Source: an optimization exercise on an open RTL-to-GDS flow (aim: small area, a short achievable clock period and few clock cycles). Production flows keep margins and buffers that such runs may drop. RTL that was checked went through simulation tests only; none was proved equivalent to the original. The RTL of run 2 was laid out without a check of its function. No activity file was given, so power comes from the tool's default toggle rates.

## flow/design.v (module list and top-level ports; edited modules follow where they fit)
// module vs_layout: 1762 lines
module vs_layout (
    input  wire        clk,
    input  wire        rst,
    input  wire        start,
    input  wire [4:0]  fmt,
    input  wire [14:0] w,
    input  wire [14:0] h,
    output reg         done,
    output wire [3:0]  errcode,    
    output wire [1:0]  nplanes,
    output wire [31:0] total,
    output wire [14:0] p0_w, p1_w, p2_w,
    output wire [14:0] p0_h, p1_h, p2_h,
    output wire [16:0] p0_stride, p1_stride, p2_stride,
    output wire [31:0] p0_offset, p1_offset, p2_offset,
    output wire [31:0] p0_size, p1_size, p2_size,
    output wire [1:0]  p0_role, p1_role, p2_role
);
  // ...
==> flow/flow/run.sh <==
#!/bin/bash
# The standard layout, with the port buffers made of the plain buffer
# sky130_fd_sc_hd__buf_1 instead of ORFS's default choice (a delay cell),
# and timing repair aiming at a setup slack of 6.6 ns.
set -euo pipefail
cd "$(dirname "$0")/.."
export BUFFER_PORTS_ARGS="-buffer_cell sky130_fd_sc_hd__buf_1"
bash standard.sh SETUP_SLACK_MARGIN=6.6 finish > standard_flow.log 2>&1
==> flow/standard.sh <==
#!/bin/bash
# synth_recipe.tcl (not shown) runs the flow's synth.tcl, then flattens the netlist and writes it again
# the make line also repeats each setting of config.mk as NAME=value (left out here)
make -C /OpenROAD-flow-scripts/flow DESIGN_CONFIG=/design/flow/config.mk WORK_HOME=/design/flow/orfs CLKGATE_MAP_FILE= SYNTH_SCRIPT=/design/flow/synth_recipe.tcl "${@:-finish}"
==> flow/config.mk <==
export PLATFORM = sky130hd
export DESIGN_NAME = vs_layout
export DESIGN_NICKNAME = vs_layout
export VERILOG_FILES = /design/flow/design.v
export SDC_FILE = /design/flow/constraint.sdc
export NUM_CORES = 4
export LEC_CHECK = 0
export ABC_AREA = 1
export CAP_MARGIN = 20
export CORE_MARGIN = 2
export CORE_UTILIZATION = 60
export SETUP_SLACK_MARGIN = 5
export SLEW_MARGIN = 20
==> flow/constraint.sdc <==
create_clock -name core_clock -period 14.0 [get_ports {clk}]
set_input_delay 2.8000 -clock core_clock [delete_from_list [all_inputs] [get_ports {clk}]]
set_output_delay 2.8000 -clock core_clock [all_outputs]
set_load 0.01 [all_outputs]
==> flow_metrics.env, run 1 <==
export IMPL_rsz0062_at_grt="yes"
export IMPL_layout_drive_gt1_share=0.151
export IMPL_reg_top3="qc (28), qs (28), tr (17)"
export IMPL_cts_max_level=4
export IMPL_numClockSinks=128
export IMPL_hold_end="wr[1]"
export IMPL_design_seq_count=128
export IMPL_finalCriticalPeriod_ns=7.42
export IMPL_nonClkBufAreaFrac=0.0913
export IMPL_dp_cells=3622
export IMPL_diodes=0
export IMPL_drt_iter0_drc=1345
export IMPL_yosysTopAreaCell="fa_1"
export IMPL_power_switching_mw=3.16
export IMPL_slew_headroom=0.298
export IMPL_nNonClkBuffers=452
export IMPL_syn_area_um2=20900
export IMPL_nClkBuffers=17
export IMPL_synth_warning_count=1
export IMPL_maxUsedRoutingLayer="met4"
export IMPL_grt_max_degree=77
export IMPL_hold_buffers=0
export IMPL_clock_net_power_mw=0.469
export IMPL_top_usage_layer="met2"
export IMPL_period_share=0.530
export IMPL_status="finished clean"
export IMPL_synth_edff_count=0
export IMPL_row_count=68
export IMPL_synthMuxAreaShare=0
Testbench counts, summed over its fixed seeds: cycles 3,200.
==> run 2, diff against run 1 <==
--- a/flow/design.v
+++ b/flow/design.v
@@ -337,391 +337,316 @@
   assign cw4 = {ad311, ad310, ad309, ad308, ad307, ad306, ad305, ad304, ad303, ad302, ad301, ad300, ad299, ad298, ad227};
   wire [14:0] a0   = i4 ? w : i3 ? c3w : i2 ? cw2 : cw4;
   wire [15:0] r0 = h[0] ? (i420 ? {a0, 1'b0} : {1'b0, a0}) : 16'd0;
   wire [14:0] pp1 = a0 & {15{h[1]}};
   wire [14:0] pp2 = a0 & {15{h[2]}};
   wire [14:0] pp3 = a0 & {15{h[3]}};
   wire [14:0] pp4 = a0 & {15{h[4]}};
   wire [14:0] pp5 = a0 & {15{h[5]}};
-  wire [14:0] pp6 = a0 & {15{h[6]}};
-  wire [14:0] pp7 = a0 & {15{h[7]}};
-  wire [14:0] pp8 = a0 & {15{h[8]}};
-  wire [14:0] pp9 = a0 & {15{h[9]}};
-  wire [14:0] pp10 = a0 & {15{h[10]}};
-  wire [14:0] pp11 = a0 & {15{h[11]}};
-  wire [14:0] pp12 = a0 & {15{h[12]}};
-  wire [14:0] pp13 = a0 & {15{h[13]}};
-  wire [14:0] pp14 = a0 & {15{h[14]}};
-  wire t1 = r0[13] ^ pp1[12];
-  wire t2 = r0[13] & pp1[12];
-  wire t3 = r0[14] ^ pp1[13] ^ pp2[12];
-  wire t4 = (r0[14] & pp1[13]) | (r0[14] & pp2[12]) | (pp1[13] & pp2[12]);
-  wire t5 = pp3[11] ^ pp4[10];
-  wire t6 = pp3[11] & pp4[10];
-  wire t7 = r0[15] ^ pp1[14] ^ pp2[13];
-  wire t8 = (r0[15] & pp1[14]) | (r0[15] & pp2[13]) | (pp1[14] & pp2[13]);
-  wire t9 = pp3[12] ^ pp4[11] ^ pp5[10];
-  wire t10 = (pp3[12] & pp4[11]) | (pp3[12] & pp5[10]) | (pp4[11] & pp5[10]);
-  wire t11 = pp2[14] ^ pp3[13] ^ pp4[12];
-  wire t12 = (pp2[14] & pp3[13]) | (pp2[14] & pp4[12]) | (pp3[13] & pp4[12]);
-  wire t13 = r0[9] ^ pp1[8];
-  wire t14 = r0[9] & pp1[8];
-  wire t15 = r0[10] ^ pp1[9] ^ pp2[8];
-  wire t16 = (r0[10] & pp1[9]) | (r0[10] & pp2[8]) | (pp1[9] & pp2[8]);
-  wire t17 = pp3[7] ^ pp4[6];
-  wire t18 = pp3[7] & pp4[6];
-  wire t19 = r0[11] ^ pp1[10] ^ pp2[9];
-  wire t20 = (r0[11] & pp1[10]) | (r0[11] & pp2[9]) | (pp1[10] & pp2[9]);
-  wire t21 = pp3[8] ^ pp4[7] ^ pp5[6];
-  wire t22 = (pp3[8] & pp4[7]) | (pp3[8] & pp5[6]) | (pp4[7] & pp5[6]);
-  wire t23 = pp6[5] ^ pp7[4];
-  wire t24 = pp6[5] & pp7[4];
-  wire t25 = r0[12] ^ pp1[11] ^ pp2[10];
-  wire t26 = (r0[12] & pp1[11]) | (r0[12] & pp2[10]) | (pp1[11] & pp2[10]);
-  wire t27 = pp3[9] ^ pp4[8] ^ pp5[7];
-  wire t28 = (pp3[9] & pp4[8]) | (pp3[9] & pp5[7]) | (pp4[8] & pp5[7]);
-  wire t29 = pp6[6] ^ pp7[5] ^ pp8[4];
-  wire t30 = (pp6[6] & pp7[5]) | (pp6[6] & pp8[4]) | (pp7[5] & pp8[4]);
-  wire t31 = pp9[3] ^ pp10[2];
-  wire t32 = pp9[3] & pp10[2];
-  wire t33 = t1 ^ pp2[11] ^ pp3[10];
-  wire t34 = (t1 & pp2[11]) | (t1 & pp3[10]) | (pp2[11] & pp3[10]);
-  wire t35 = pp4[9] ^ pp5[8] ^ pp6[7];
-  wire t36 = (pp4[9] & pp5[8]) | (pp4[9] & pp6[7]) | (pp5[8] & pp6[7]);
-  wire t37 = pp7[6] ^ pp8[5] ^ pp9[4];
-  wire t38 = (pp7[6] & pp8[5]) | (pp7[6] & pp9[4]) | (pp8[5] & pp9[4]);
-  wire t39 = pp10[3] ^ pp11[2] ^ pp12[1];
-  wire t40 = (pp10[3] & pp11[2]) | (pp10[3] & pp12[1]) | (pp11[2] & pp12[1]);
-  wire t41 = t2 ^ t3 ^ t5;
-  wire t42 = (t2 & t3) | (t2 & t5) | (t3 & t5);
-  wire t43 = pp5[9] ^ pp6[8] ^ pp7[7];
-  wire t44 = (pp5[9] & pp6[8]) | (pp5[9] & pp7[7]) | (pp6[8] & pp7[7]);
-  wire t45 = pp8[6] ^ pp9[5] ^ pp10[4];
-  wire t46 = (pp8[6] & pp9[5]) | (pp8[6] & pp10[4]) | (pp9[5] & pp10[4]);
-  wire t47 = pp11[3] ^ pp12[2] ^ pp13[1];
-  wire t48 = (pp11[3] & pp12[2]) | (pp11[3] & pp13[1]) | (pp12[2] & pp13[1]);
-  wire t49 = t4 ^ t6 ^ t7;
-  wire t50 = (t4 & t6) | (t4 & t7) | (t6 & t7);
-  wire t51 = t9 ^ pp6[9] ^ pp7[8];
-  wire t52 = (t9 & pp6[9]) | (t9 & pp7[8]) | (pp6[9] & pp7[8]);
-  wire t53 = pp8[7] ^ pp9[6] ^ pp10[5];
-  wire t54 = (pp8[7] & pp9[6]) | (pp8[7] & pp10[5]) | (pp9[6] & pp10[5]);
-  wire t55 = pp11[4] ^ pp12[3] ^ pp13[2];
-  wire t56 = (pp11[4] & pp12[3]) | (pp11[4] & pp13[2]) | (pp12[3] & pp13[2]);
-  wire t57 = t8 ^ t10 ^ t11;
-  wire t58 = (t8 & t10) | (t8 & t11) | (t10 & t11);
-  wire t59 = pp5[11] ^ pp6[10] ^ pp7[9];
-  wire t60 = (pp5[11] & pp6[10]) | (pp5[11] & pp7[9]) | (pp6[10] & pp7[9]);
-  wire t61 = pp8[8] ^ pp9[7] ^ pp10[6];
-  wire t62 = (pp8[8] & pp9[7]) | (pp8[8] & pp10[6]) | (pp9[7] & pp10[6]);
-  wire t63 = pp11[5] ^ pp12[4] ^ pp13[3];
-  wire t64 = (pp11[5] & pp12[4]) | (pp11[5] & pp13[3]) | (pp12[4] & pp13[3]);
-  wire t65 = t12 ^ pp3[14] ^ pp4[13];
-  wire t66 = (t12 & pp3[14]) | (t12 & pp4[13]) | (pp3[14] & pp4[13]);
-  wire t67 = pp5[12] ^ pp6[11] ^ pp7[10];
-  wire t68 = (pp5[12] & pp6[11]) | (pp5[12] & pp7[10]) | (pp6[11] & pp7[10]);
-  wire t69 = pp8[9] ^ pp9[8] ^ pp10[7];
-  wire t70 = (pp8[9] & pp9[8]) | (pp8[9] & pp10[7]) | (pp9[8] & pp10[7]);
-  wire t71 = pp11[6] ^ pp12[5] ^ pp13[4];
-  wire t72 = (pp11[6] & pp12[5]) | (pp11[6] & pp13[4]) | (pp12[5] & pp13[4]);
-  wire t73 = pp4[14] ^ pp5[13] ^ pp6[12];
-  wire t74 = (pp4[14] & pp5[13]) | (pp4[14] & pp6[12]) | (pp5[13] & pp6[12]);
-  wire t75 = pp7[11] ^ pp8[10] ^ pp9[9];
-  wire t76 = (pp7[11] & pp8[10]) | (pp7[11] & pp9[9]) | (pp8[10] & pp9[9]);
-  wire t77 = pp10[8] ^ pp11[7] ^ pp12[6];
-  wire t78 = (pp10[8] & pp11[7]) | (pp10[8] & pp12[6]) | (pp11[7] & pp12[6]);
-  wire t79 = pp5[14] ^ pp6[13] ^ pp7[12];
-  wire t80 = (pp5[14] & pp6[13]) | (pp5[14] & pp7[12]) | (pp6[13] & pp7[12]);
-  wire t81 = pp8[11] ^ pp9[10] ^ pp10[9];
-  wire t82 = (pp8[11] & pp9[10]) | (pp8[11] & pp10[9]) | (pp9[10] & pp10[9]);
-  wire t83 = pp6[14] ^ pp7[13] ^ pp8[12];
-  wire t84 = (pp6[14] & pp7[13]) | (pp6[14] & pp8[12]) | (pp7[13] & pp8[12]);
-  wire t85 = r0[6] ^ pp1[5];
-  wire t86 = r0[6] & pp1[5];
-  wire t87 = r0[7] ^ pp1[6] ^ pp2[5];
-  wire t88 = (r0[7] & pp1[6]) | (r0[7] & pp2[5]) | (pp1[6] & pp2[5]);
-  wire t89 = pp3[4] ^ pp4[3];
-  wire t90 = pp3[4] & pp4[3];
-  wire t91 = r0[8] ^ pp1[7] ^ pp2[6];
-  wire t92 = (r0[8] & pp1[7]) | (r0[8] & pp2[6]) | (pp1[7] & pp2[6]);
-  wire t93 = pp3[5] ^ pp4[4] ^ pp5[3];
-  wire t94 = (pp3[5] & pp4[4]) | (pp3[5] & pp5[3]) | (pp4[4] & pp5[3]);
-  wire t95 = pp6[2] ^ pp7[1];
-  wire t96 = pp6[2] & pp7[1];
-  wire t97 = t13 ^ pp2[7] ^ pp3[6];
-  wire t98 = (t13 & pp2[7]) | (t13 & pp3[6]) | (pp2[7] & pp3[6]);
-  wire t99 = pp4[5] ^ pp5[4] ^ pp6[3];
-  wire t100 = (pp4[5] & pp5[4]) | (pp4[5] & pp6[3]) | (pp5[4] & pp6[3]);
-  wire t101 = pp7[2] ^ pp8[1] ^ pp9[0];
-  wire t102 = (pp7[2] & pp8[1]) | (pp7[2] & pp9[0]) | (pp8[1] & pp9[0]);
-  wire t103 = t14 ^ t15 ^ t17;
-  wire t104 = (t14 & t15) | (t14 & t17) | (t15 & t17);
-  wire t105 = pp5[5] ^ pp6[4] ^ pp7[3];
-  wire t106 = (pp5[5] & pp6[4]) | (pp5[5] & pp7[3]) | (pp6[4] & pp7[3]);
-  wire t107 = pp8[2] ^ pp9[1] ^ pp10[0];
-  wire t108 = (pp8[2] & pp9[1]) | (pp8[2] & pp10[0]) | (pp9[1] & pp10[0]);
-  wire t109 = t16 ^ t18 ^ t19;
-  wire t110 = (t16 & t18) | (t16 & t19) | (t18 & t19);
-  wire t111 = t21 ^ t23 ^ pp8[3];
-  wire t112 = (t21 & t23) | (t21 & pp8[3]) | (t23 & pp8[3]);
-  wire t113 = pp9[2] ^ pp10[1] ^ pp11[0];
-  wire t114 = (pp9[2] & pp10[1]) | (pp9[2] & pp11[0]) | (pp10[1] & pp11[0]);
-  wire t115 = t20 ^ t22 ^ t24;
-  wire t116 = (t20 & t22) | (t20 & t24) | (t22 & t24);
-  wire t117 = t25 ^ t27 ^ t29;
-  wire t118 = (t25 & t27) | (t25 & t29) | (t27 & t29);
-  wire t119 = t31 ^ pp11[1] ^ pp12[0];
-  wire t120 = (t31 & pp11[1]) | (t31 & pp12[0]) | (pp11[1] & pp12[0]);
-  wire t121 = t26 ^ t28 ^ t30;
-  wire t122 = (t26 & t28) | (t26 & t30) | (t28 & t30);
-  wire t123 = t32 ^ t33 ^ t35;
-  wire t124 = (t32 & t33) | (t32 & t35) | (t33 & t35);
-  wire t125 = t37 ^ t39 ^ pp13[0];
-  wire t126 = (t37 & t39) | (t37 & pp13[0]) | (t39 & pp13[0]);
-  wire t127 = t34 ^ t36 ^ t38;
-  wire t128 = (t34 & t36) | (t34 & t38) | (t36 & t38);
-  wire t129 = t40 ^ t41 ^ t43;
-  wire t130 = (t40 & t41) | (t40 & t43) | (t41 & t43);
-  wire t131 = t45 ^ t47 ^ pp14[0];
-  wire t132 = (t45 & t47) | (t45 & pp14[0]) | (t47 & pp14[0]);
-  wire t133 = t42 ^ t44 ^ t46;
-  wire t134 = (t42 & t44) | (t42 & t46) | (t44 & t46);
-  wire t135 = t48 ^ t49 ^ t51;
-  wire t136 = (t48 & t49) | (t48 & t51) | (t49 & t51);
-  wire t137 = t53 ^ t55 ^ pp14[1];
-  wire t138 = (t53 & t55) | (t53 & pp14[1]) | (t55 & pp14[1]);
-  wire t139 = t50 ^ t52 ^ t54;
-  wire t140 = (t50 & t52) | (t50 & t54) | (t52 & t54);
-  wire t141 = t56 ^ t57 ^ t59;
-  wire t142 = (t56 & t57) | (t56 & t59) | (t57 & t59);
-  wire t143 = t61 ^ t63 ^ pp14[2];
-  wire t144 = (t61 & t63) | (t61 & pp14[2]) | (t63 & pp14[2]);
-  wire t145 = t58 ^ t60 ^ t62;
-  wire t146 = (t58 & t60) | (t58 & t62) | (t60 & t62);
-  wire t147 = t64 ^ t65 ^ t67;
-  wire t148 = (t64 & t65) | (t64 & t67) | (t65 & t67);
-  wire t149 = t69 ^ t71 ^ pp14[3];
-  wire t150 = (t69 & t71) | (t69 & pp14[3]) | (t71 & pp14[3]);
-  wire t151 = t66 ^ t68 ^ t70;
-  wire t152 = (t66 & t68) | (t66 & t70) | (t68 & t70);
-  wire t153 = t72 ^ t73 ^ t75;
-  wire t154 = (t72 & t73) | (t72 & t75) | (t73 & t75);
-  wire t155 = t77 ^ pp13[5] ^ pp14[4];
-  wire t156 = (t77 & pp13[5]) | (t77 & pp14[4]) | (pp13[5] & pp14[4]);
-  wire t157 = t74 ^ t76 ^ t78;
-  wire t158 = (t74 & t76) | (t74 & t78) | (t76 & t78);
-  wire t159 = t79 ^ t81 ^ pp11[8];
-  wire t160 = (t79 & t81) | (t79 & pp11[8]) | (t81 & pp11[8]);
-  wire t161 = pp12[7] ^ pp13[6] ^ pp14[5];
-  wire t162 = (pp12[7] & pp13[6]) | (pp12[7] & pp14[5]) | (pp13[6] & pp14[5]);
-  wire t163 = t80 ^ t82 ^ t83;
-  wire t164 = (t80 & t82) | (t80 & t83) | (t82 & t83);
-  wire t165 = pp9[11] ^ pp10[10] ^ pp11[9];
-  wire t166 = (pp9[11] & pp10[10]) | (pp9[11] & pp11[9]) | (pp10[10] & pp11[9]);
-  wire t167 = pp12[8] ^ pp13[7] ^ pp14[6];
-  wire t168 = (pp12[8] & pp13[7]) | (pp12[8] & pp14[6]) | (pp13[7] & pp14[6]);
-  wire t169 = t84 ^ pp7[14] ^ pp8[13];
-  wire t170 = (t84 & pp7[14]) | (t84 & pp8[13]) | (pp7[14] & pp8[13]);
-  wire t171 = pp9[12] ^ pp10[11] ^ pp11[10];
-  wire t172 = (pp9[12] & pp10[11]) | (pp9[12] & pp11[10]) | (pp10[11] & pp11[10]);
-  wire t173 = pp12[9] ^ pp13[8] ^ pp14[7];
-  wire t174 = (pp12[9] & pp13[8]) | (pp12[9] & pp14[7]) | (pp13[8] & pp14[7]);
-  wire t175 = pp8[14] ^ pp9[13] ^ pp10[12];
-  wire t176 = (pp8[14] & pp9[13]) | (pp8[14] & pp10[12]) | (pp9[13] & pp10[12]);
-  wire t177 = pp11[11] ^ pp12[10] ^ pp13[9];
-  wire t178 = (pp11[11] & pp12[10]) | (pp11[11] & pp13[9]) | (pp12[10] & pp13[9]);
-  wire t179 = pp9[14] ^ pp10[13] ^ pp11[12];
-  wire t180 = (pp9[14] & pp10[13]) | (pp9[14] & pp11[12]) | (pp10[13] & pp11[12]);
-  wire t181 = r0[4] ^ pp1[3];
-  wire t182 = r0[4] & pp1[3];
-  wire t183 = r0[5] ^ pp1[4] ^ pp2[3];
-  wire t184 = (r0[5] & pp1[4]) | (r0[5] & pp2[3]) | (pp1[4] & pp2[3]);
-  wire t185 = pp3[2] ^ pp4[1];
-  wire t186 = pp3[2] & pp4[1];
-  wire t187 = t85 ^ pp2[4] ^ pp3[3];
-  wire t188 = (t85 & pp2[4]) | (t85 & pp3[3]) | (pp2[4] & pp3[3]);
-  wire t189 = pp4[2] ^ pp5[1] ^ pp6[0];
-  wire t190 = (pp4[2] & pp5[1]) | (pp4[2] & pp6[0]) | (pp5[1] & pp6[0]);
-  wire t191 = t86 ^ t87 ^ t89;
-  wire t192 = (t86 & t87) | (t86 & t89) | (t87 & t89);
-  wire t193 = pp5[2] ^ pp6[1] ^ pp7[0];
-  wire t194 = (pp5[2] & pp6[1]) | (pp5[2] & pp7[0]) | (pp6[1] & pp7[0]);
-  wire t195 = t88 ^ t90 ^ t91;
-  wire t196 = (t88 & t90) | (t88 & t91) | (t90 & t91);
-  wire t197 = t93 ^ t95 ^ pp8[0];
-  wire t198 = (t93 & t95) | (t93 & pp8[0]) | (t95 & pp8[0]);
-  wire t199 = t92 ^ t94 ^ t96;
-  wire t200 = (t92 & t94) | (t92 & t96) | (t94 & t96);
-  wire t201 = t97 ^ t99 ^ t101;
-  wire t202 = (t97 & t99) | (t97 & t101) | (t99 & t101);
-  wire t203 = t98 ^ t100 ^ t102;
-  wire t204 = (t98 & t100) | (t98 & t102) | (t100 & t102);
-  wire t205 = t103 ^ t105 ^ t107;
-  wire t206 = (t103 & t105) | (t103 & t107) | (t105 & t107);
-  wire t207 = t104 ^ t106 ^ t108;
-  wire t208 = (t104 & t106) | (t104 & t108) | (t106 & t108);
-  wire t209 = t109 ^ t111 ^ t113;
-  wire t210 = (t109 & t111) | (t109 & t113) | (t111 & t113);
-  wire t211 = t110 ^ t112 ^ t114;
-  wire t212 = (t110 & t112) | (t110 & t114) | (t112 & t114);
-  wire t213 = t115 ^ t117 ^ t119;
-  wire t214 = (t115 & t117) | (t115 & t119) | (t117 & t119);
-  wire t215 = t116 ^ t118 ^ t120;
-  wire t216 = (t116 & t118) | (t116 & t120) | (t118 & t120);
-  wire t217 = t121 ^ t123 ^ t125;
-  wire t218 = (t121 & t123) | (t121 & t125) | (t123 & t125);
-  wire t219 = t122 ^ t124 ^ t126;
-  wire t220 = (t122 & t124) | (t122 & t126) | (t124 & t126);
-  wire t221 = t127 ^ t129 ^ t131;
-  wire t222 = (t127 & t129) | (t127 & t131) | (t129 & t131);
-  wire t223 = t128 ^ t130 ^ t132;
-  wire t224 = (t128 & t130) | (t128 & t132) | (t130 & t132);
-  wire t225 = t133 ^ t135 ^ t137;
-  wire t226 = (t133 & t135) | (t133 & t137) | (t135 & t137);
-  wire t227 = t134 ^ t136 ^ t138;
-  wire t228 = (t134 & t136) | (t134 & t138) | (t136 & t138);
-  wire t229 = t139 ^ t141 ^ t143;
-  wire t230 = (t139 & t141) | (t139 & t143) | (t141 & t143);
-  wire t231 = t140 ^ t142 ^ t144;
-  wire t232 = (t140 & t142) | (t140 & t144) | (t142 & t144);
-  wire t233 = t145 ^ t147 ^ t149;
-  wire t234 = (t145 & t147) | (t145 & t149) | (t147 & t149);
-  wire t235 = t146 ^ t148 ^ t150;
-  wire t236 = (t146 & t148) | (t146 & t150) | (t148 & t150);
-  wire t237 = t151 ^ t153 ^ t155;
-  wire t238 = (t151 & t153) | (t151 & t155) | (t153 & t155);
-  wire t239 = t152 ^ t154 ^ t156;
-  wire t240 = (t152 & t154) | (t152 & t156) | (t154 & t156);
-  wire t241 = t157 ^ t159 ^ t161;
-  wire t242 = (t157 & t159) | (t157 & t161) | (t159 & t161);
-  wire t243 = t158 ^ t160 ^ t162;
-  wire t244 = (t158 & t160) | (t158 & t162) | (t160 & t162);
-  wire t245 = t163 ^ t165 ^ t167;
-  wire t246 = (t163 & t165) | (t163 & t167) | (t165 & t167);
-  wire t247 = t164 ^ t166 ^ t168;
-  wire t248 = (t164 & t166) | (t164 & t168) | (t166 & t168);
-  wire t249 = t169 ^ t171 ^ t173;
-  wire t250 = (t169 & t171) | (t169 & t173) | (t171 & t173);
-  wire t251 = t170 ^ t172 ^ t174;
-  wire t252 = (t170 & t172) | (t170 & t174) | (t172 & t174);
-  wire t253 = t175 ^ t177 ^ pp14[8];
-  wire t254 = (t175 & t177) | (t175 & pp14[8]) | (t177 & pp14[8]);
-  wire t255 = t176 ^ t178 ^ t179;
-  wire t256 = (t176 & t178) | (t176 & t179) | (t178 & t179);
-  wire t257 = pp12[11] ^ pp13[10] ^ pp14[9];
-  wire t258 = (pp12[11] & pp13[10]) | (pp12[11] & pp14[9]) | (pp13[10] & pp14[9]);
-  wire t259 = t180 ^ pp10[14] ^ pp11[13];
-  wire t260 = (t180 & pp10[14]) | (t180 & pp11[13]) | (pp10[14] & pp11[13]);
-  wire t261 = pp12[12] ^ pp13[11] ^ pp14[10];
-  wire t262 = (pp12[12] & pp13[11]) | (pp12[12] & pp14[10]) | (pp13[11] & pp14[10]);
-  wire t263 = pp11[14] ^ pp12[13] ^ pp13[12];
-  wire t264 = (pp11[14] & pp12[13]) | (pp11[14] & pp13[12]) | (pp12[13] & pp13[12]);
-  wire t265 = r0[3] ^ pp1[2];
-  wire t266 = r0[3] & pp1[2];
-  wire t267 = t181 ^ pp2[2] ^ pp3[1];
-  wire t268 = (t181 & pp2[2]) | (t181 & pp3[1]) | (pp2[2] & pp3[1]);
-  wire t269 = t182 ^ t183 ^ t185;
-  wire t270 = (t182 & t183) | (t182 & t185) | (t183 & t185);
-  wire t271 = t184 ^ t186 ^ t187;
-  wire t272 = (t184 & t186) | (t184 & t187) | (t186 & t187);
-  wire t273 = t188 ^ t190 ^ t191;
-  wire t274 = (t188 & t190) | (t188 & t191) | (t190 & t191);
-  wire t275 = t192 ^ t194 ^ t195;
-  wire t276 = (t192 & t194) | (t192 & t195) | (t194 & t195);
-  wire t277 = t196 ^ t198 ^ t199;
-  wire t278 = (t196 & t198) | (t196 & t199) | (t198 & t199);
-  wire t279 = t200 ^ t202 ^ t203;
-  wire t280 = (t200 & t202) | (t200 & t203) | (t202 & t203);
-  wire t281 = t204 ^ t206 ^ t207;
-  wire t282 = (t204 & t206) | (t204 & t207) | (t206 & t207);
-  wire t283 = t208 ^ t210 ^ t211;
-  wire t284 = (t208 & t210) | (t208 & t211) | (t210 & t211);
-  wire t285 = t212 ^ t214 ^ t215;
-  wire t286 = (t212 & t214) | (t212 & t215) | (t214 & t215);
-  wire t287 = t216 ^ t218 ^ t219;
-  wire t288 = (t216 & t218) | (t216 & t219) | (t218 & t219);
-  wire t289 = t220 ^ t222 ^ t223;
-  wire t290 = (t220 & t222) | (t220 & t223) | (t222 & t223);
-  wire t291 = t224 ^ t226 ^ t227;
-  wire t292 = (t224 & t226) | (t224 & t227) | (t226 & t227);
-  wire t293 = t228 ^ t230 ^ t231;
-  wire t294 = (t228 & t230) | (t228 & t231) | (t230 & t231);
-  wire t295 = t232 ^ t234 ^ t235;
-  wire t296 = (t232 & t234) | (t232 & t235) | (t234 & t235);
-  wire t297 = t236 ^ t238 ^ t239;
-  wire t298 = (t236 & t238) | (t236 & t239) | (t238 & t239);
-  wire t299 = t240 ^ t242 ^ t243;
-  wire t300 = (t240 & t242) | (t240 & t243) | (t242 & t243);
-  wire t301 = t244 ^ t246 ^ t247;
-  wire t302 = (t244 & t246) | (t244 & t247) | (t246 & t247);
-  wire t303 = t248 ^ t250 ^ t251;
-  wire t304 = (t248 & t250) | (t248 & t251) | (t250 & t251);
-  wire t305 = t252 ^ t254 ^ t255;
-  wire t306 = (t252 & t254) | (t252 & t255) | (t254 & t255);
-  wire t307 = t256 ^ t258 ^ t259;
-  wire t308 = (t256 & t258) | (t256 & t259) | (t258 & t259);
-  wire t309 = t260 ^ t262 ^ t263;
-  wire t310 = (t260 & t262) | (t260 & t263) | (t262 & t263);
-  wire t311 = t264 ^ pp12[14] ^ pp13[13];
-  wire t312 = (t264 & pp12[14]) | (t264 & pp13[13]) | (pp12[14] & pp13[13]);
-  wire t313 = r0[2] ^ pp1[1];
-  wire t314 = r0[2] & pp1[1];
-  wire t315 = t265 ^ pp2[1] ^ pp3[0];
-  wire t316 = (t265 & pp2[1]) | (t265 & pp3[0]) | (pp2[1] & pp3[0]);
-  wire t317 = t266 ^ t267 ^ pp4[0];
-  wire t318 = (t266 & t267) | (t266 & pp4[0]) | (t267 & pp4[0]);
-  wire t319 = t268 ^ t269 ^ pp5[0];
-  wire t320 = (t268 & t269) | (t268 & pp5[0]) | (t269 & pp5[0]);
-  wire t321 = t270 ^ t271 ^ t189;
-  wire t322 = (t270 & t271) | (t270 & t189) | (t271 & t189);
-  wire t323 = t272 ^ t273 ^ t193;
-  wire t324 = (t272 & t273) | (t272 & t193) | (t273 & t193);
-  wire t325 = t274 ^ t275 ^ t197;
-  wire t326 = (t274 & t275) | (t274 & t197) | (t275 & t197);
-  wire t327 = t276 ^ t277 ^ t201;
-  wire t328 = (t276 & t277) | (t276 & t201) | (t277 & t201);
-  wire t329 = t278 ^ t279 ^ t205;
-  wire t330 = (t278 & t279) | (t278 & t205) | (t279 & t205);
-  wire t331 = t280 ^ t281 ^ t209;
-  wire t332 = (t280 & t281) | (t280 & t209) | (t281 & t209);
-  wire t333 = t282 ^ t283 ^ t213;
-  wire t334 = (t282 & t283) | (t282 & t213) | (t283 & t213);
-  wire t335 = t284 ^ t285 ^ t217;
-  wire t336 = (t284 & t285) | (t284 & t217) | (t285 & t217);
-  wire t337 = t286 ^ t287 ^ t221;
-  wire t338 = (t286 & t287) | (t286 & t221) | (t287 & t221);
-  wire t339 = t288 ^ t289 ^ t225;
-  wire t340 = (t288 & t289) | (t288 & t225) | (t289 & t225);
-  wire t341 = t290 ^ t291 ^ t229;
-  wire t342 = (t290 & t291) | (t290 & t229) | (t291 & t229);
-  wire t343 = t292 ^ t293 ^ t233;
-  wire t344 = (t292 & t293) | (t292 & t233) | (t293 & t233);
-  wire t345 = t294 ^ t295 ^ t237;
-  wire t346 = (t294 & t295) | (t294 & t237) | (t295 & t237);
-  wire t347 = t296 ^ t297 ^ t241;
-  wire t348 = (t296 & t297) | (t296 & t241) | (t297 & t241);
-  wire t349 = t298 ^ t299 ^ t245;
-  wire t350 = (t298 & t299) | (t298 & t245) | (t299 & t245);
-  wire t351 = t300 ^ t301 ^ t249;
-  wire t352 = (t300 & t301) | (t300 & t249) | (t301 & t249);
-  wire t353 = t302 ^ t303 ^ t253;
-  wire t354 = (t302 & t303) | (t302 & t253) | (t303 & t253);
-  wire t355 = t304 ^ t305 ^ t257;
-  wire t356 = (t304 & t305) | (t304 & t257) | (t305 & t257);
-  wire t357 = t306 ^ t307 ^ t261;
-  wire t358 = (t306 & t307) | (t306 & t261) | (t307 & t261);
-  wire t359 = t308 ^ t309 ^ pp14[11];
-  wire t360 = (t308 & t309) | (t308 & pp14[11]) | (t309 & pp14[11]);
-  wire t361 = t310 ^ t311 ^ pp14[12];
-  wire t362 = (t310 & t311) | (t310 & pp14[12]) | (t311 & pp14[12]);
-  wire t363 = t312 ^ pp13[14] ^ pp14[13];
-  wire t364 = (t312 & pp13[14]) | (t312 & pp14[13]) | (pp13[14] & pp14[13]);
-  wire [29:0] sum_s = {1'b0, t364, t362, t360, t358, t356, t354, t352, t350, t348, t346, t344, t342, t340, t338, t336, t334, t332, t330, t328, t326, t324, t322, t320, t318, t316, t314, t313, r0[1], r0[0]};
-  wire [29:0] sum_c = {1'b0, pp14[14], t363, t361, t359, t357, t355, t353, t351, t349, t347, t345, t343, t341, t339, t337, t335, t333, t331, t329, t327, t325, t323, t321, t319, t317, t315, pp2[0], pp1[0], 1'b0};
+  wire [10:0] hu = {1'b0, h[14:6], 1'b0};
+  wire [15:0] a0x = {1'b0, a0};
+  wire bo0 = hu[1] ^ hu[0];
+  wire bt0 = (hu[2] & ~hu[1] & ~hu[0]) | (~hu[2] & hu[1] & hu[0]);
+  wire bn0 = hu[2];
+  wire [15:0] bx0 = (({16{bo0}} & a0x) | ({16{bt0}} & {a0x[14:0], 1'b0})) ^ {16{bn0}};
+  wire bo1 = hu[3] ^ hu[2];
+  wire bt1 = (hu[4] & ~hu[3] & ~hu[2]) | (~hu[4] & hu[3] & hu[2]);
+  wire bn1 = hu[4];
+  wire [15:0] bx1 = (({16{bo1}} & a0x) | ({16{bt1}} & {a0x[14:0], 1'b0})) ^ {16{bn1}};
+  wire bo2 = hu[5] ^ hu[4];
+  wire bt2 = (hu[6] & ~hu[5] & ~hu[4]) | (~hu[6] & hu[5] & hu[4]);
+  wire bn2 = hu[6];
+  wire [15:0] bx2 = (({16{bo2}} & a0x) | ({16{bt2}} & {a0x[14:0], 1'b0})) ^ {16{bn2}};
+  wire bo3 = hu[7] ^ hu[6];
+  wire bt3 = (hu[8] & ~hu[7] & ~hu[6]) | (~hu[8] & hu[7] & hu[6]);
+  wire bn3 = hu[8];
+  wire [15:0] bx3 = (({16{bo3}} & a0x) | ({16{bt3}} & {a0x[14:0], 1'b0})) ^ {16{bn3}};
+  wire bo4 = hu[9] ^ hu[8];
+  wire bt4 = (hu[10] & ~hu[9] & ~hu[8]) | (~hu[10] & hu[9] & hu[8]);
+  wire bn4 = hu[10];
+  wire [15:0] bx4 = (({16{bo4}} & a0x) | ({16{bt4}} & {a0x[14:0], 1'b0})) ^ {16{bn4}};
+  wire t1 = r0[10] ^ pp1[9];
+  wire t2 = r0[10] & pp1[9];
+  wire t3 = r0[11] ^ pp1[10];
+  wire t4 = r0[11] & pp1[10];
+  wire t5 = r0[12] ^ pp1[11] ^ pp2[10];
+  wire t6 = (r0[12] & pp1[11]) | (r0[12] & pp2[10]) | (pp1[11] & pp2[10]);
+  wire t7 = pp3[9] ^ pp4[8];
+  wire t8 = pp3[9] & pp4[8];
+  wire t9 = r0[13] ^ pp1[12] ^ pp2[11];
+  wire t10 = (r0[13] & pp1[12]) | (r0[13] & pp2[11]) | (pp1[12] & pp2[11]);
+  wire t11 = pp3[10] ^ pp4[9];
+  wire t12 = pp3[10] & pp4[9];
+  wire t13 = r0[14] ^ pp1[13] ^ pp2[12];
+  wire t14 = (r0[14] & pp1[13]) | (r0[14] & pp2[12]) | (pp1[13] & pp2[12]);
+  wire t15 = pp3[11] ^ pp4[10] ^ pp5[9];
+  wire t16 = (pp3[11] & pp4[10]) | (pp3[11] & pp5[9]) | (pp4[10] & pp5[9]);
+  wire t17 = r0[15] ^ pp1[14] ^ pp2[13];
+  wire t18 = (r0[15] & pp1[14]) | (r0[15] & pp2[13]) | (pp1[14] & pp2[13]);
+  wire t19 = pp3[12] ^ pp4[11] ^ pp5[10];
+  wire t20 = (pp3[12] & pp4[11]) | (pp3[12] & pp5[10]) | (pp4[11] & pp5[10]);
+  wire t21 = pp2[14] ^ pp3[13] ^ pp4[12];
+  wire t22 = (pp2[14] & pp3[13]) | (pp2[14] & pp4[12]) | (pp3[13] & pp4[12]);
+  wire t23 = r0[6] ^ pp1[5] ^ pp2[4];
+  wire t24 = (r0[6] & pp1[5]) | (r0[6] & pp2[4]) | (pp1[5] & pp2[4]);
+  wire t25 = r0[7] ^ pp1[6] ^ pp2[5];
+  wire t26 = (r0[7] & pp1[6]) | (r0[7] & pp2[5]) | (pp1[6] & pp2[5]);
+  wire t27 = r0[8] ^ pp1[7] ^ pp2[6];
+  wire t28 = (r0[8] & pp1[7]) | (r0[8] & pp2[6]) | (pp1[7] & pp2[6]);
+  wire t29 = pp3[5] ^ pp4[4] ^ pp5[3];
+  wire t30 = (pp3[5] & pp4[4]) | (pp3[5] & pp5[3]) | (pp4[4] & pp5[3]);
+  wire t31 = r0[9] ^ pp1[8] ^ pp2[7];
+  wire t32 = (r0[9] & pp1[8]) | (r0[9] & pp2[7]) | (pp1[8] & pp2[7]);
+  wire t33 = pp3[6] ^ pp4[5] ^ pp5[4];
+  wire t34 = (pp3[6] & pp4[5]) | (pp3[6] & pp5[4]) | (pp4[5] & pp5[4]);
+  wire t35 = t1 ^ pp2[8] ^ pp3[7];
+  wire t36 = (t1 & pp2[8]) | (t1 & pp3[7]) | (pp2[8] & pp3[7]);
+  wire t37 = pp4[6] ^ pp5[5] ^ bx0[4];
+  wire t38 = (pp4[6] & pp5[5]) | (pp4[6] & bx0[4]) | (pp5[5] & bx0[4]);
+  wire t39 = bx1[2] ^ bx2[0];
+  wire t40 = bx1[2] & bx2[0];
+  wire t41 = t2 ^ t3 ^ pp2[9];
+  wire t42 = (t2 & t3) | (t2 & pp2[9]) | (t3 & pp2[9]);
+  wire t43 = pp3[8] ^ pp4[7] ^ pp5[6];
+  wire t44 = (pp3[8] & pp4[7]) | (pp3[8] & pp5[6]) | (pp4[7] & pp5[6]);
+  wire t45 = bx0[5] ^ bx1[3] ^ bx2[1];
+  wire t46 = (bx0[5] & bx1[3]) | (bx0[5] & bx2[1]) | (bx1[3] & bx2[1]);
+  wire t47 = t4 ^ t5 ^ t7;
+  wire t48 = (t4 & t5) | (t4 & t7) | (t5 & t7);
+  wire t49 = pp5[7] ^ bx0[6] ^ bx1[4];
+  wire t50 = (pp5[7] & bx0[6]) | (pp5[7] & bx1[4]) | (bx0[6] & bx1[4]);
+  wire t51 = bx2[2] ^ bx3[0] ^ bn3;
+  wire t52 = (bx2[2] & bx3[0]) | (bx2[2] & bn3) | (bx3[0] & bn3);
+  wire t53 = t6 ^ t8 ^ t9;
+  wire t54 = (t6 & t8) | (t6 & t9) | (t8 & t9);
+  wire t55 = t11 ^ pp5[8] ^ bx0[7];
+  wire t56 = (t11 & pp5[8]) | (t11 & bx0[7]) | (pp5[8] & bx0[7]);
+  wire t57 = bx1[5] ^ bx2[3] ^ bx3[1];
+  wire t58 = (bx1[5] & bx2[3]) | (bx1[5] & bx3[1]) | (bx2[3] & bx3[1]);
+  wire t59 = t10 ^ t12 ^ t13;
+  wire t60 = (t10 & t12) | (t10 & t13) | (t12 & t13);
+  wire t61 = t15 ^ bx0[8] ^ bx1[6];
+  wire t62 = (t15 & bx0[8]) | (t15 & bx1[6]) | (bx0[8] & bx1[6]);
+  wire t63 = bx2[4] ^ bx3[2] ^ bx4[0];
+  wire t64 = (bx2[4] & bx3[2]) | (bx2[4] & bx4[0]) | (bx3[2] & bx4[0]);
+  wire t65 = t14 ^ t16 ^ t17;
+  wire t66 = (t14 & t16) | (t14 & t17) | (t16 & t17);
+  wire t67 = t19 ^ bx0[9] ^ bx1[7];
+  wire t68 = (t19 & bx0[9]) | (t19 & bx1[7]) | (bx0[9] & bx1[7]);
+  wire t69 = bx2[5] ^ bx3[3] ^ bx4[1];
+  wire t70 = (bx2[5] & bx3[3]) | (bx2[5] & bx4[1]) | (bx3[3] & bx4[1]);
+  wire t71 = t18 ^ t20 ^ t21;
+  wire t72 = (t18 & t20) | (t18 & t21) | (t20 & t21);
+  wire t73 = pp5[11] ^ bx0[10] ^ bx1[8];
+  wire t74 = (pp5[11] & bx0[10]) | (pp5[11] & bx1[8]) | (bx0[10] & bx1[8]);
+  wire t75 = bx2[6] ^ bx3[4] ^ bx4[2];
+  wire t76 = (bx2[6] & bx3[4]) | (bx2[6] & bx4[2]) | (bx3[4] & bx4[2]);
+  wire t77 = t22 ^ pp3[14] ^ pp4[13];
+  wire t78 = (t22 & pp3[14]) | (t22 & pp4[13]) | (pp3[14] & pp4[13]);
+  wire t79 = pp5[12] ^ bx0[11] ^ bx1[9];
+  wire t80 = (pp5[12] & bx0[11]) | (pp5[12] & bx1[9]) | (bx0[11] & bx1[9]);
+  wire t81 = bx2[7] ^ bx3[5] ^ bx4[3];
+  wire t82 = (bx2[7] & bx3[5]) | (bx2[7] & bx4[3]) | (bx3[5] & bx4[3]);
+  wire t83 = pp4[14] ^ pp5[13] ^ bx0[12];
+  wire t84 = (pp4[14] & pp5[13]) | (pp4[14] & bx0[12]) | (pp5[13] & bx0[12]);
+  wire t85 = bx1[10] ^ bx2[8] ^ bx3[6];
+  wire t86 = (bx1[10] & bx2[8]) | (bx1[10] & bx3[6]) | (bx2[8] & bx3[6]);
+  wire t87 = pp5[14] ^ bx0[13] ^ bx1[11];
+  wire t88 = (pp5[14] & bx0[13]) | (pp5[14] & bx1[11]) | (bx0[13] & bx1[11]);
+  wire t89 = r0[4] ^ pp1[3];
+  wire t90 = r0[4] & pp1[3];
+  wire t91 = r0[5] ^ pp1[4] ^ pp2[3];
+  wire t92 = (r0[5] & pp1[4]) | (r0[5] & pp2[3]) | (pp1[4] & pp2[3]);
+  wire t93 = pp3[2] ^ pp4[1];
+  wire t94 = pp3[2] & pp4[1];
+  wire t95 = t23 ^ pp3[3] ^ pp4[2];
+  wire t96 = (t23 & pp3[3]) | (t23 & pp4[2]) | (pp3[3] & pp4[2]);
+  wire t97 = pp5[1] ^ bx0[0] ^ bn0;
+  wire t98 = (pp5[1] & bx0[0]) | (pp5[1] & bn0) | (bx0[0] & bn0);
+  wire t99 = t24 ^ t25 ^ pp3[4];
+  wire t100 = (t24 & t25) | (t24 & pp3[4]) | (t25 & pp3[4]);
+  wire t101 = pp4[3] ^ pp5[2] ^ bx0[1];
+  wire t102 = (pp4[3] & pp5[2]) | (pp4[3] & bx0[1]) | (pp5[2] & bx0[1]);
+  wire t103 = t26 ^ t27 ^ t29;
+  wire t104 = (t26 & t27) | (t26 & t29) | (t27 & t29);
+  wire t105 = bx0[2] ^ bx1[0] ^ bn1;
+  wire t106 = (bx0[2] & bx1[0]) | (bx0[2] & bn1) | (bx1[0] & bn1);
+  wire t107 = t28 ^ t30 ^ t31;
+  wire t108 = (t28 & t30) | (t28 & t31) | (t30 & t31);
+  wire t109 = t33 ^ bx0[3] ^ bx1[1];
+  wire t110 = (t33 & bx0[3]) | (t33 & bx1[1]) | (bx0[3] & bx1[1]);
+  wire t111 = t32 ^ t34 ^ t35;
+  wire t112 = (t32 & t34) | (t32 & t35) | (t34 & t35);
+  wire t113 = t37 ^ t39 ^ bn2;
+  wire t114 = (t37 & t39) | (t37 & bn2) | (t39 & bn2);
+  wire t115 = t36 ^ t38 ^ t40;
+  wire t116 = (t36 & t38) | (t36 & t40) | (t38 & t40);
+  wire t117 = t41 ^ t43 ^ t45;
+  wire t118 = (t41 & t43) | (t41 & t45) | (t43 & t45);
+  wire t119 = t42 ^ t44 ^ t46;
+  wire t120 = (t42 & t44) | (t42 & t46) | (t44 & t46);
+  wire t121 = t47 ^ t49 ^ t51;
+  wire t122 = (t47 & t49) | (t47 & t51) | (t49 & t51);
+  wire t123 = t48 ^ t50 ^ t52;
+  wire t124 = (t48 & t50) | (t48 & t52) | (t50 & t52);
+  wire t125 = t53 ^ t55 ^ t57;
+  wire t126 = (t53 & t55) | (t53 & t57) | (t55 & t57);
+  wire t127 = t54 ^ t56 ^ t58;
+  wire t128 = (t54 & t56) | (t54 & t58) | (t56 & t58);
+  wire t129 = t59 ^ t61 ^ t63;
+  wire t130 = (t59 & t61) | (t59 & t63) | (t61 & t63);
+  wire t131 = t60 ^ t62 ^ t64;
+  wire t132 = (t60 & t62) | (t60 & t64) | (t62 & t64);
+  wire t133 = t65 ^ t67 ^ t69;
+  wire t134 = (t65 & t67) | (t65 & t69) | (t67 & t69);
+  wire t135 = t66 ^ t68 ^ t70;
+  wire t136 = (t66 & t68) | (t66 & t70) | (t68 & t70);
+  wire t137 = t71 ^ t73 ^ t75;
+  wire t138 = (t71 & t73) | (t71 & t75) | (t73 & t75);
+  wire t139 = t72 ^ t74 ^ t76;
+  wire t140 = (t72 & t74) | (t72 & t76) | (t74 & t76);
+  wire t141 = t77 ^ t79 ^ t81;
+  wire t142 = (t77 & t79) | (t77 & t81) | (t79 & t81);
+  wire t143 = t78 ^ t80 ^ t82;
+  wire t144 = (t78 & t80) | (t78 & t82) | (t80 & t82);
+  wire t145 = t83 ^ t85 ^ bx4[4];
+  wire t146 = (t83 & t85) | (t83 & bx4[4]) | (t85 & bx4[4]);
+  wire t147 = t84 ^ t86 ^ t87;
+  wire t148 = (t84 & t86) | (t84 & t87) | (t86 & t87);
+  wire t149 = bx2[9] ^ bx3[7] ^ bx4[5];
+  wire t150 = (bx2[9] & bx3[7]) | (bx2[9] & bx4[5]) | (bx3[7] & bx4[5]);
+  wire t151 = t88 ^ bx0[14] ^ bx1[12];
+  wire t152 = (t88 & bx0[14]) | (t88 & bx1[12]) | (bx0[14] & bx1[12]);
+  wire t153 = bx2[10] ^ bx3[8] ^ bx4[6];
+  wire t154 = (bx2[10] & bx3[8]) | (bx2[10] & bx4[6]) | (bx3[8] & bx4[6]);
+  wire t155 = bx0[15] ^ bx1[13] ^ bx2[11];
+  wire t156 = (bx0[15] & bx1[13]) | (bx0[15] & bx2[11]) | (bx1[13] & bx2[11]);
+  wire t157 = bx3[9] ^ bx4[7];
+  wire t158 = bx3[9] & bx4[7];
+  wire t159 = ~bn0 ^ bx1[14] ^ bx2[12];
+  wire t160 = (~bn0 & bx1[14]) | (~bn0 & bx2[12]) | (bx1[14] & bx2[12]);
+  wire t161 = bx3[10] ^ bx4[8] ^ 1'b1;
+  wire t162 = (bx3[10] & bx4[8]) | (bx3[10] & 1'b1) | (bx4[8] & 1'b1);
+  wire t163 = bx1[15] ^ bx2[13] ^ bx3[11];
+  wire t164 = (bx1[15] & bx2[13]) | (bx1[15] & bx3[11]) | (bx2[13] & bx3[11]);
+  wire t165 = bx4[9] ^ 1'b1;
+  wire t166 = bx4[9] & 1'b1;
+  wire t167 = ~bn1 ^ bx2[14] ^ bx3[12];
+  wire t168 = (~bn1 & bx2[14]) | (~bn1 & bx3[12]) | (bx2[14] & bx3[12]);
+  wire t169 = bx2[15] ^ bx3[13];
+  wire t170 = bx2[15] & bx3[13];
+  wire t171 = r0[3] ^ pp1[2];
+  wire t172 = r0[3] & pp1[2];
+  wire t173 = t89 ^ pp2[2] ^ pp3[1];
+  wire t174 = (t89 & pp2[2]) | (t89 & pp3[1]) | (pp2[2] & pp3[1]);
+  wire t175 = t90 ^ t91 ^ t93;
+  wire t176 = (t90 & t91) | (t90 & t93) | (t91 & t93);
+  wire t177 = t92 ^ t94 ^ t95;
+  wire t178 = (t92 & t94) | (t92 & t95) | (t94 & t95);
+  wire t179 = t96 ^ t98 ^ t99;
+  wire t180 = (t96 & t98) | (t96 & t99) | (t98 & t99);
+  wire t181 = t100 ^ t102 ^ t103;
+  wire t182 = (t100 & t102) | (t100 & t103) | (t102 & t103);
+  wire t183 = t104 ^ t106 ^ t107;
+  wire t184 = (t104 & t106) | (t104 & t107) | (t106 & t107);
+  wire t185 = t108 ^ t110 ^ t111;
+  wire t186 = (t108 & t110) | (t108 & t111) | (t110 & t111);
+  wire t187 = t112 ^ t114 ^ t115;
+  wire t188 = (t112 & t114) | (t112 & t115) | (t114 & t115);
+  wire t189 = t116 ^ t118 ^ t119;
+  wire t190 = (t116 & t118) | (t116 & t119) | (t118 & t119);
+  wire t191 = t120 ^ t122 ^ t123;
+  wire t192 = (t120 & t122) | (t120 & t123) | (t122 & t123);
+  wire t193 = t124 ^ t126 ^ t127;
+  wire t194 = (t124 & t126) | (t124 & t127) | (t126 & t127);
+  wire t195 = t128 ^ t130 ^ t131;
+  wire t196 = (t128 & t130) | (t128 & t131) | (t130 & t131);
+  wire t197 = t132 ^ t134 ^ t135;
+  wire t198 = (t132 & t134) | (t132 & t135) | (t134 & t135);
+  wire t199 = t136 ^ t138 ^ t139;
+  wire t200 = (t136 & t138) | (t136 & t139) | (t138 & t139);
+  wire t201 = t140 ^ t142 ^ t143;
+  wire t202 = (t140 & t142) | (t140 & t143) | (t142 & t143);
+  wire t203 = t144 ^ t146 ^ t147;
+  wire t204 = (t144 & t146) | (t144 & t147) | (t146 & t147);
+  wire t205 = t148 ^ t150 ^ t151;
+  wire t206 = (t148 & t150) | (t148 & t151) | (t150 & t151);
+  wire t207 = t152 ^ t154 ^ t155;
+  wire t208 = (t152 & t154) | (t152 & t155) | (t154 & t155);
+  wire t209 = t156 ^ t158 ^ t159;
+  wire t210 = (t156 & t158) | (t156 & t159) | (t158 & t159);
+  wire t211 = t160 ^ t162 ^ t163;
+  wire t212 = (t160 & t162) | (t160 & t163) | (t162 & t163);
+  wire t213 = t164 ^ t166 ^ t167;
+  wire t214 = (t164 & t166) | (t164 & t167) | (t166 & t167);
+  wire t215 = t168 ^ t169 ^ bx4[11];
+  wire t216 = (t168 & t169) | (t168 & bx4[11]) | (t169 & bx4[11]);
+  wire t217 = t170 ^ ~bn2 ^ bx3[14];
+  wire t218 = (t170 & ~bn2) | (t170 & bx3[14]) | (~bn2 & bx3[14]);
+  wire t219 = bx3[15] ^ bx4[13];
+  wire t220 = bx3[15] & bx4[13];
+  wire t221 = r0[2] ^ pp1[1];
+  wire t222 = r0[2] & pp1[1];
+  wire t223 = t171 ^ pp2[1] ^ pp3[0];
+  wire t224 = (t171 & pp2[1]) | (t171 & pp3[0]) | (pp2[1] & pp3[0]);
+  wire t225 = t172 ^ t173 ^ pp4[0];
+  wire t226 = (t172 & t173) | (t172 & pp4[0]) | (t173 & pp4[0]);
+  wire t227 = t174 ^ t175 ^ pp5[0];
+  wire t228 = (t174 & t175) | (t174 & pp5[0]) | (t175 & pp5[0]);
+  wire t229 = t176 ^ t177 ^ t97;
+  wire t230 = (t176 & t177) | (t176 & t97) | (t177 & t97);
+  wire t231 = t178 ^ t179 ^ t101;
+  wire t232 = (t178 & t179) | (t178 & t101) | (t179 & t101);
+  wire t233 = t180 ^ t181 ^ t105;
+  wire t234 = (t180 & t181) | (t180 & t105) | (t181 & t105);
+  wire t235 = t182 ^ t183 ^ t109;
+  wire t236 = (t182 & t183) | (t182 & t109) | (t183 & t109);
+  wire t237 = t184 ^ t185 ^ t113;
+  wire t238 = (t184 & t185) | (t184 & t113) | (t185 & t113);
+  wire t239 = t186 ^ t187 ^ t117;
+  wire t240 = (t186 & t187) | (t186 & t117) | (t187 & t117);
+  wire t241 = t188 ^ t189 ^ t121;
+  wire t242 = (t188 & t189) | (t188 & t121) | (t189 & t121);
+  wire t243 = t190 ^ t191 ^ t125;
+  wire t244 = (t190 & t191) | (t190 & t125) | (t191 & t125);
+  wire t245 = t192 ^ t193 ^ t129;
+  wire t246 = (t192 & t193) | (t192 & t129) | (t193 & t129);
+  wire t247 = t194 ^ t195 ^ t133;
+  wire t248 = (t194 & t195) | (t194 & t133) | (t195 & t133);
+  wire t249 = t196 ^ t197 ^ t137;
+  wire t250 = (t196 & t197) | (t196 & t137) | (t197 & t137);
+  wire t251 = t198 ^ t199 ^ t141;
+  wire t252 = (t198 & t199) | (t198 & t141) | (t199 & t141);
+  wire t253 = t200 ^ t201 ^ t145;
+  wire t254 = (t200 & t201) | (t200 & t145) | (t201 & t145);
+  wire t255 = t202 ^ t203 ^ t149;
+  wire t256 = (t202 & t203) | (t202 & t149) | (t203 & t149);
+  wire t257 = t204 ^ t205 ^ t153;
+  wire t258 = (t204 & t205) | (t204 & t153) | (t205 & t153);
+  wire t259 = t206 ^ t207 ^ t157;
+  wire t260 = (t206 & t207) | (t206 & t157) | (t207 & t157);
+  wire t261 = t208 ^ t209 ^ t161;
+  wire t262 = (t208 & t209) | (t208 & t161) | (t209 & t161);
+  wire t263 = t210 ^ t211 ^ t165;
+  wire t264 = (t210 & t211) | (t210 & t165) | (t211 & t165);
+  wire t265 = t212 ^ t213 ^ bx4[10];
+  wire t266 = (t212 & t213) | (t212 & bx4[10]) | (t213 & bx4[10]);
+  wire t267 = t214 ^ t215 ^ 1'b1;
+  wire t268 = (t214 & t215) | (t214 & 1'b1) | (t215 & 1'b1);
+  wire t269 = t216 ^ t217 ^ bx4[12];
+  wire t270 = (t216 & t217) | (t216 & bx4[12]) | (t217 & bx4[12]);
+  wire t271 = t218 ^ t219 ^ 1'b1;
+  wire t272 = (t218 & t219) | (t218 & 1'b1) | (t219 & 1'b1);
+  wire t273 = t220 ^ ~bn3 ^ bx4[14];
+  wire t274 = (t220 & ~bn3) | (t220 & bx4[14]) | (~bn3 & bx4[14]);
+  wire t275 = bx4[15] ^ 1'b1;
+  wire t276 = bx4[15] & 1'b1;
+  wire [29:0] sum_s = {t274, t272, t270, t268, t266, t264, t262, t260, t258, t256, t254, t252, t250, t248, t246, t244, t242, t240, t238, t236, t234, t232, t230, t228, t226, t224, t222, t221, r0[1], r0[0]};
+  wire [29:0] sum_c = {t275, t273, t271, t269, t267, t265, t263, t261, t259, t257, t255, t253, t251, t249, t247, t245, t243, t241, t239, t237, t235, t233, t231, t229, t227, t225, t223, pp2[0], pp1[0], 1'b0};
   wire [1:0]  t  = ((fmt == 5'd13) || i420) ? {1'b0, a0[0]} : (fmt == 5'd19) ? (2'd0 - a0[1:0]) : 2'd0;
   wire [16:0] tv = (t[0] ? {2'b00, h} : 17'd0) + (t[1] ? {1'b0, h, 1'b0} : 17'd0)
                  + {16'd0, i420 & t[0] & h[0]};
   reg [14:0] wr, hr, a0r;
   reg [29:0] qs, qc;
   reg [16:0] tr;    
   reg        planar, y444, y42b, y41b, c420, yv12, e_fmt, e_dim;
   always @(posedge clk) begin
==> flow/flow/run.sh (replaced) <==
#!/bin/bash
# The standard layout, with the port buffers made of the plain buffer
# sky130_fd_sc_hd__buf_1 instead of ORFS's default choice (a delay cell),
# and timing repair aiming at a setup slack of 6.4 ns.
set -euo pipefail
cd "$(dirname "$0")/.."
export BUFFER_PORTS_ARGS="-buffer_cell sky130_fd_sc_hd__buf_1"
bash standard.sh SETUP_SLACK_MARGIN=6.4 finish > standard_flow.log 2>&1
==> run 2 against run 1 <==
Against the previous run: final area is 5.4% lower; synthesized cell count is 5.7% lower; worst setup slack worse by 0.39 ns; worst hold slack better by 0.046 ns; sequential cell count is 2 higher; largest cell class unchanged.
==> flow_metrics.env, run 2 <==
export IMPL_synth_warning_count=1
export IMPL_root_buffer="clkbuf_16"
export IMPL_yosys_top_cells_area="fa_1, dfxtp_1, ha_1, nand2_1, inv_1"
export IMPL_crit_top_cell="nand2_1"
export IMPL_start_util=0.613
export IMPL_largest_reg_flops=30
export IMPL_end_kind="primary output"
export IMPL_leakagePower_nw=11.4
export IMPL_netlist_top_cells_count="nand2_1, inv_1, nor2_1, buf_4, ha_1"
export IMPL_core_um2=32700
export IMPL_cts_tree="built"
export IMPL_grt_total_usage=0.342
export IMPL_yosysMostFrequentCell="nand2_1"
export IMPL_ant_nets=0
export IMPL_hpwl_mm=48.3
export IMPL_crit_path_max_incr_delay_ns=0.52
export IMPL_period_share=0.558
export IMPL_critPathArrivalTime_ns=5.01
export IMPL_status="finished clean"
export IMPL_finalMaxSlewViolations=0
export IMPL_numClockSinks=130
export IMPL_cts_max_level=4
export IMPL_diodes=0
export IMPL_cts_buffer_depth=2
export IMPL_final_common_cell="nand2_1"
export IMPL_ir_drop_uv=260
export IMPL_nFillCells=2928
export IMPL_crit_start="qs[3]"
export IMPL_multi_input_area_um2=15100
export IMPL_die_x_um=187
export IMPL_finalCriticalPeriod_ns=7.81
export IMPL_cap_violations=0
export IMPL_io_pins=416
export IMPL_vias=19900
export IMPL_worst_pin_slew_ns=0.813
export IMPL_syn_area_um2=20000
export IMPL_hold_buffers=0
export IMPL_largest_register="qs"
export IMPL_setup_violations=0
export IMPL_critPathLaunchType="flip-flop"
export IMPL_drt_iter0_drc=1490
export IMPL_fin_nets=3452
export IMPL_regArea_um2=2610
export IMPL_cp_required_ns=11.20
export IMPL_drc=0
export IMPL_cpLargestDelayFamily="adder cells"
export IMPL_yosysSeqAreaShare=0.130
export IMPL_hold_class="in -> reg"
export IMPL_power_density_nw_per_um2=276
export IMPL_antenna_found_initial=0
export IMPL_reg_top3="qs (30), qc (29), tr (17)"
export IMPL_path_buf_inv=5
export IMPL_yosysTopAreaCell="fa_1"
export IMPL_final_cell_mix="nand2_1, inv_1, buf_1"
export IMPL_critPathSlowestCell="fa_1"
export IMPL_overflow=0
export IMPL_critPathKind="reg -> out"
export IMPL_crit_fanout=5
export IMPL_hold_violations=0
export IMPL_grt_pass1_vias=18400
export IMPL_synth_edff_count=0
export IMPL_async_reset_ff_frac=0
export IMPL_cts_made_buffers=17
export IMPL_syn_avg_cell_area_um2=7.05
export IMPL_die_area_um2=34900
export IMPL_routed_wl_mm=64.0
export IMPL_grt_max_degree=49
export IMPL_synthCells=2841
export IMPL_hold_end="done"
export IMPL_fmax_mhz=128
export IMPL_drt_wirelength_per_cell_um=18.1
export IMPL_worstHoldStart="rst"
export IMPL_final_setup_tns_ns=0
export IMPL_grt_first_pass_wirelength_mm=96.0
export IMPL_whs_ns=2.53
export IMPL_synth_seq_cells=130
export IMPL_synth_top_area_frac=0.158
export IMPL_clk_pin_slew_ns=0.06
export IMPL_area_delta_synth_final_pct=13.1
export IMPL_layout_drive_gt1_share=0.150
export IMPL_ys_flop_type="dfxtp_1"
export IMPL_viasPerCell=5.62
export IMPL_slew_headroom=0.454
export IMPL_synth_distinct_cells=62
export IMPL_port_buffers=355
export IMPL_gp_congestion=0.971
export IMPL_rsz0062_at_grt="yes"
export IMPL_min_path_cells=2
export IMPL_fp_dieH_um=187
export IMPL_row_count=66
export IMPL_drtPass1Iterations=10
run 2: cell count changes after synthesis, moves of 30 or more:
| cell | delta |
|---|---|
| nand2_1 | -154 |
| inv_1 | -66 |
| xor2_1 | +58 |
| fa_1 | -53 |
| o22ai_1 | +43 |
| nand3_1 | -30 |
run 2: report_power, final:
group	internal (mW)	switching (mW)	total, mW	leakage (nW)
clock	0.234	0.181	0.415	0.264
sequential	0.480	0.100	0.580	1.09
combinational	2.00	3.27	5.27	10.0
total	2.71	3.55	6.26	11.4
run 2: cell type report:
class,instances,area share
Multi-Input combinational cell,2030,0.668
Sequential cell,130,0.115
Timing Repair Buffer,440,0.0913
Inverter,462,0.0772
Tap cell,442,0.0244
Clock buffer,19,0.0195
Clock inverter,13,0.00458
run 2: worst max path at each step:
| stage | endpoint | depth (start not counted) |
|---|---|---|
| floorplan | total[28] | 26 |
| global placement | qc[15] | 25 |
| detailed placement | total[28] | 25 |
| CTS | p2_offset[19] | 21 |
| global route | total[31] | 28 |
| finish | total[19] | 26 |
run 2: cell families (layout without fill, tap and decap cells):
logic type	count (synthesis)	after routing	share of synthesized area
xor gates and xnor gates	127	127	0.0555
and+or+nand+nor	1065	1065	0.227
other	2	61	0.000375
buffers and inverters	740	934	0.183
AOI/OAI and AO/OA	444	444	0.137
adders and majority gates	333	333	0.267
DFF	130	130	0.130
run 2: stage by stage:
step | power [mW] | instances | area, um2 | setup slack (ns) | utilization
final | 6.26 | 3536 | 22700 | 6.19 | 0.693
after global routing | 6.78 | 3536 | 22700 | 5.97 | 0.693
after CTS | 5.43 | 3497 | 21500 | 6.37 | 0.659
after detailed placement | 4.64 | 3437 | 20400 | 5.85 | 0.622
after global placement | 4.53 | 3437 | 20400 | 5.99 | 0.622
after floorplan | 3.92 | 2900 | 20300 | 6.43 | -
run 2: layer usage:
layer | GRT usage | vias up | wire [um]
li1 | - | 9287 | -
met1 | 0.447 | 9313 | 26200
met2 | 0.569 | 1070 | 29700
met3 | 0.0491 | 193 | 5430
met4 | 0.137 | 0 | 2750
met5 | 0 | - | 0
run 2: repair_timing:
item / 4_1_cts / 5_1_grt
pin swaps: 43 / 83
endpoints found under the setup margin: 45 / 63
endpoints found under the hold margin: 0 / 0
setup buffers: 28 / 39
resized for setup: 105 / 231
cloned: 0 / 0

==> port drivers added, routing unchanged <==
No port has a modelled driver above. Below, the same layouts with a new extraction and two added sets of constraints.
Step 1 (the two cells are an assumption about what drives the block):
set clk [get_ports {clk}]
set_driving_cell -lib_cell sky130_fd_sc_hd__clkbuf_16 $clk
set_driving_cell -lib_cell sky130_fd_sc_hd__buf_2 [delete_from_list [all_inputs] $clk]
Step 2 moves the port delays by t, midway between the first and last clock arrival at a register: inputs arrive t later, outputs are due t later. That takes back most of the time a late clock gives input paths.
Three values: no drivers, after step 1, after step 2; two values: the first two.
run	t (ns)	slack for setup (ns)	worst hold slack (ns)	latest minus earliest clock arrival (ns)	cell pins on the clock port's net
run 1	0.490	6.578 / 6.527 / 6.296	2.483 / 2.472 / 2.962	0.014 / 0.015	1
run 2	0.479	6.190 / 6.141 / 6.229	2.529 / 2.507 / 2.986	0.011 / 0.011	1
After both steps every run listed still meets setup and hold. The setup slack of run 1, which loses most, moves by -0.051 ns with the drivers and by -0.282 ns with both steps.
